Background: an optimization exercise with open tools, aiming at small area, a short achievable clock period and few clock cycles. Do not read the settings as production practice. Only simulation tests tie the RTL to the original design; equivalence was not proved. Power is estimated from default activity; no workload was simulated.

== nickel ==
==> flow/design.v (excerpt) <==
module bcu (
    input  wire        clk,
    input  wire        rst,
    input  wire        cmd_valid,
    output wire        cmd_ready,
    input  wire [15:0] cmd_cw,
    input  wire [63:0] cmd_opnd,
    input  wire [7:0]  cmd_paylen,
    input  wire        pay_valid,
    output wire        pay_ready,
    input  wire [7:0]  pay_data,
    output reg         dout_valid,
    output wire [7:0]  dout_data,
    output reg         rsp_valid,
    output reg  [2:0]  rsp_status,
    output wire [63:0] rsp_res,
    output wire [63:0] rsp_need,
    output wire [63:0] rsp_have
);
Size: ~4800 cells after synthesis, roughly 310 I/O pins, about 48000 um2 of cells after synthesis.
==> flow/config.mk <==
export PLATFORM = sky130hd
export DESIGN_NAME = bcu
export DESIGN_NICKNAME = bcu
export VERILOG_FILES = /design/flow/design.v
export SDC_FILE = /design/flow/constraint.sdc
export NUM_CORES = 4
export LEC_CHECK = 0
export CAP_MARGIN = 35
export CORE_MARGIN = 2
export CORE_UTILIZATION = 60
export SETUP_SLACK_MARGIN = 5
export SLEW_MARGIN = 35
==> flow/constraint.sdc <==
create_clock -name core_clock -period 10.0 [get_ports {clk}]
set_input_delay 2.0000 -clock core_clock [delete_from_list [all_inputs] [get_ports {clk}]]
set_output_delay 2.0000 -clock core_clock [all_outputs]
set_load 0.01 [all_outputs]
standard.sh (not shown) runs the stock make flow with config.mk's settings and CLKGATE_MAP_FILE= SYNTH_SCRIPT=/design/flow/synth_recipe.tcl, a recipe that flattens the netlist after the stock synthesis.
==> flow/flow/run.sh <==
#!/bin/bash
# Layout flow: the standard flow (standard.sh: the standard synthesis, floorplan,
# placement, CTS, routing and finish, with flow/config.mk's settings), except that
# buffer_ports gives every input and output port a sky130_fd_sc_hd__buf_2 buffer instead
# of the default buffer cell. make's full output goes to flow_make.log in this folder;
# ORFS keeps each step's own log under orfs/logs/.
set -euo pipefail
bash standard.sh "BUFFER_PORTS_ARGS=-buffer_cell sky130_fd_sc_hd__buf_2" finish > flow_make.log 2>&1
In nickel the implementation completed, yet the final layout does not meet the checks, the culprit being capacitance limit, slew limit.
Testbench counts of nickel, summed over its fixed seeds: cycles 57,881.
Relative to nickel, the following input files were edited for raven:
# nickel
export LEC_CHECK = 0
export CAP_MARGIN = 35
export CORE_MARGIN = 2
export CORE_UTILIZATION = 60
export SETUP_SLACK_MARGIN = 5
export SLEW_MARGIN = 35
create_clock -name core_clock -period 10.0 [get_ports {clk}]
# raven
export LEC_CHECK = 0
export CAP_MARGIN = 50
export CORE_MARGIN = 2
export CORE_UTILIZATION = 40
export PLACE_DENSITY = 0.7
export SETUP_SLACK_MARGIN = 5
export SLEW_MARGIN = 50
create_clock -name core_clock -period 10.0 [get_ports {clk}]
==> flow/run.sh (new file) <==
#!/bin/bash
# synth_recipe.tcl (not shown) runs the flow's synth.tcl, then flattens the netlist and writes it again
# the make line also repeats each setting of config.mk as NAME=value (left out here)
make -C /OpenROAD-flow-scripts/flow DESIGN_CONFIG=/design/flow/config.mk WORK_HOME=/design/flow/orfs CLKGATE_MAP_FILE= SYNTH_SCRIPT=/design/flow/synth_recipe.tcl finish
removed: flow/flow/run.sh
removed: flow/standard.sh
==> results.txt <==
- The layout from nickel, despite a flow that completed every stage, fails the layout checks, with the failing checks listed as capacitance limit, slew limit.
- No stage failed in raven, and the final checks on the layout all came back clean.
- raven ended up with a lower clock buffer count in the final layout than nickel did.
- Final hold slack, nickel and raven: larger value in nickel
- Compared with nickel, power after layout in raven increased slightly.
- Looking at first-pass GRT wire length, raven sits 1.8% lower than nickel does.
For lagoon, these inputs were changed with respect to raven:
# raven
export LEC_CHECK = 0
export CAP_MARGIN = 50
export CORE_MARGIN = 2
export CORE_UTILIZATION = 40
export PLACE_DENSITY = 0.7
export SETUP_SLACK_MARGIN = 5
export SLEW_MARGIN = 50
create_clock -name core_clock -period 10.0 [get_ports {clk}]
# lagoon
export LEC_CHECK = 0
export CAP_MARGIN = 35
export CORE_MARGIN = 2
export CORE_UTILIZATION = 50
export SETUP_SLACK_MARGIN = 5
export SLEW_MARGIN = 35
create_clock -name core_clock -period 10.0 [get_ports {clk}]
==> flow/flow/run.sh (new file) <==
#!/bin/bash
# Layout flow: the standard flow (standard.sh: the standard synthesis, floorplan,
# placement, CTS, routing and finish, with flow/config.mk's settings), except that
# buffer_ports gives every input and output port a sky130_fd_sc_hd__buf_2 buffer instead
# of the default buffer cell. make's full output goes to flow_make.log in this folder;
# ORFS keeps each step's own log under orfs/logs/.
set -euo pipefail
bash standard.sh "BUFFER_PORTS_ARGS=-buffer_cell sky130_fd_sc_hd__buf_2" finish > flow_make.log 2>&1
==> flow/standard.sh (new file) <==
#!/bin/bash
# synth_recipe.tcl (not shown) runs the flow's synth.tcl, then flattens the netlist and writes it again
# the make line also repeats each setting of config.mk as NAME=value (left out here)
make -C /OpenROAD-flow-scripts/flow DESIGN_CONFIG=/design/flow/config.mk WORK_HOME=/design/flow/orfs CLKGATE_MAP_FILE= SYNTH_SCRIPT=/design/flow/synth_recipe.tcl "${@:-finish}"
removed: flow/run.sh
Notes after the runs:
lagoon finished every stage; the final checks, however, were not passed, the failures being capacitance limit, slew limit.
raven completed; timing, DRC and antenna clean
On number of multi-input combinational cells, lagoon and raven are neck and neck.
Final cell count shrinks by a few percent when moving from raven to lagoon.
Changes observed in lagoon relative to raven: post-CTS repair timing setup buffer count up 8, hold slack up 13 ps, routability congestion estimate from global placement moved down, power now smaller.
As of lagoon, total non-filler cell area in the finished layout had fallen by a few percent compared to raven.
Compare lagoon and raven | full die area lower: lagoon
In lagoon, final max-slew violation count is higher than in raven.
Comparing lagoon and raven, the lower met1 routed wirelength after detailed routing was measured on raven.
Input-level comparison between zinc and lagoon:
# lagoon
export LEC_CHECK = 0
export CAP_MARGIN = 35
export CORE_MARGIN = 2
export CORE_UTILIZATION = 50
export SETUP_SLACK_MARGIN = 5
export SLEW_MARGIN = 35
create_clock -name core_clock -period 10.0 [get_ports {clk}]
# zinc
export LEC_CHECK = 0
export CAP_MARGIN = 35
export CORE_MARGIN = 2
export CORE_UTILIZATION = 60
export SETUP_SLACK_MARGIN = 5
export SLEW_MARGIN = 35
create_clock -name core_clock -period 10.0 [get_ports {clk}]
==> flow/run.sh (new file) <==
#!/bin/bash
# synth_recipe.tcl (not shown) runs the flow's synth.tcl, then flattens the netlist and writes it again
# the make line also repeats each setting of config.mk as NAME=value (left out here)
make -C /OpenROAD-flow-scripts/flow DESIGN_CONFIG=/design/flow/config.mk WORK_HOME=/design/flow/orfs CLKGATE_MAP_FILE= SYNTH_SCRIPT=/design/flow/synth_recipe.tcl finish
removed: flow/flow/run.sh
removed: flow/standard.sh
==> comparison <==
Seen in the log of zinc: GRT-0232 during 5_1_grt, after which the run never completed. Minimum setup slack after placement sits lower in zinc than in lagoon. From zinc to lagoon, area after synthesis did not move at all. Per the comparison of zinc with lagoon, number of standard-cell rows in the floorplan saw a decrease, final estimated routing congestion in global placement held. zinc ends up with higher total placed instance area than lagoon does. In the flow results for lagoon and zinc, the number of cells in the design after placement is smaller on zinc. Comparing lagoon and zinc, width of the die is higher on lagoon.

MS:
Starting RTL as in the previous note.
export LEC_CHECK = 0
export CAP_MARGIN = 50
export CORE_MARGIN = 2
export CORE_UTILIZATION = 40
export SETUP_SLACK_MARGIN = 5
export SLEW_MARGIN = 50
create_clock -name core_clock -period 10.0 [get_ports {clk}]
run.sh (not shown) runs the stock make flow with config.mk's settings and CLKGATE_MAP_FILE= SYNTH_SCRIPT=/design/flow/synth_recipe.tcl, a recipe that flattens the netlist after the stock synthesis.
Stock flow here: none of the scripts above is used.
Testbench counts of MS, summed over its fixed seeds: cycles 57,881.
--- input diff MS..TR ---
Settings: changing SLEW_MARGIN from 50 to 35; changing CORE_UTILIZATION from 40 to 50; changing CAP_MARGIN from 50 to 35.
## What came out
On first-pass GRT wire length, the lower figure sits with TR, not MS.
Worst endpoint required time is higher on MS
Going from MS to TR, post-route clock period utilization grows by 0.51 points.
Area overhead of the layout relative to synthesis was higher in the run labelled MS.
Run comparison: TR termination of the worst setup path len[6]$_SDFF_PP0_; MS termination of the worst setup path len[4]$_SDFF_PP0_

-- separate check: timing with driven ports --
The results above use ideal ports. As a check the final layouts listed here were re-extracted and re-timed, cells and wires unchanged.
Step 1: set_driving_cell puts a clkbuf_16 on clk and a buf_2 on each other input, an assumption about the parent block.
Step 2 moves the port delays by t, midway between the first and last clock arrival at a register: inputs arrive t later, outputs are due t later. That takes back most of the time a late clock gives input paths.
a / b / c = ideal ports / drivers / drivers and shift; a / b = the first two.
run | t (ns) | setup slack, ns | latest minus earliest clock arrival (ns)
nickel | 0.732 | 4.497 / 4.497 / 3.970 | 0.071 / 0.071
raven | 0.732 | 4.669 / 4.639 / 3.908 | 0.038 / 0.037
lagoon | 0.742 | 4.751 / 4.705 / 3.962 | 0.050 / 0.049
MS | 0.752 | 4.894 / 4.855 / 4.103 | 0.057 / 0.057
TR | 0.750 | 4.843 / 4.811 / 4.062 | 0.055 / 0.055
For MS, which loses most, drivers alone change the setup slack by -0.039 ns; drivers and shift together by -0.791 ns.
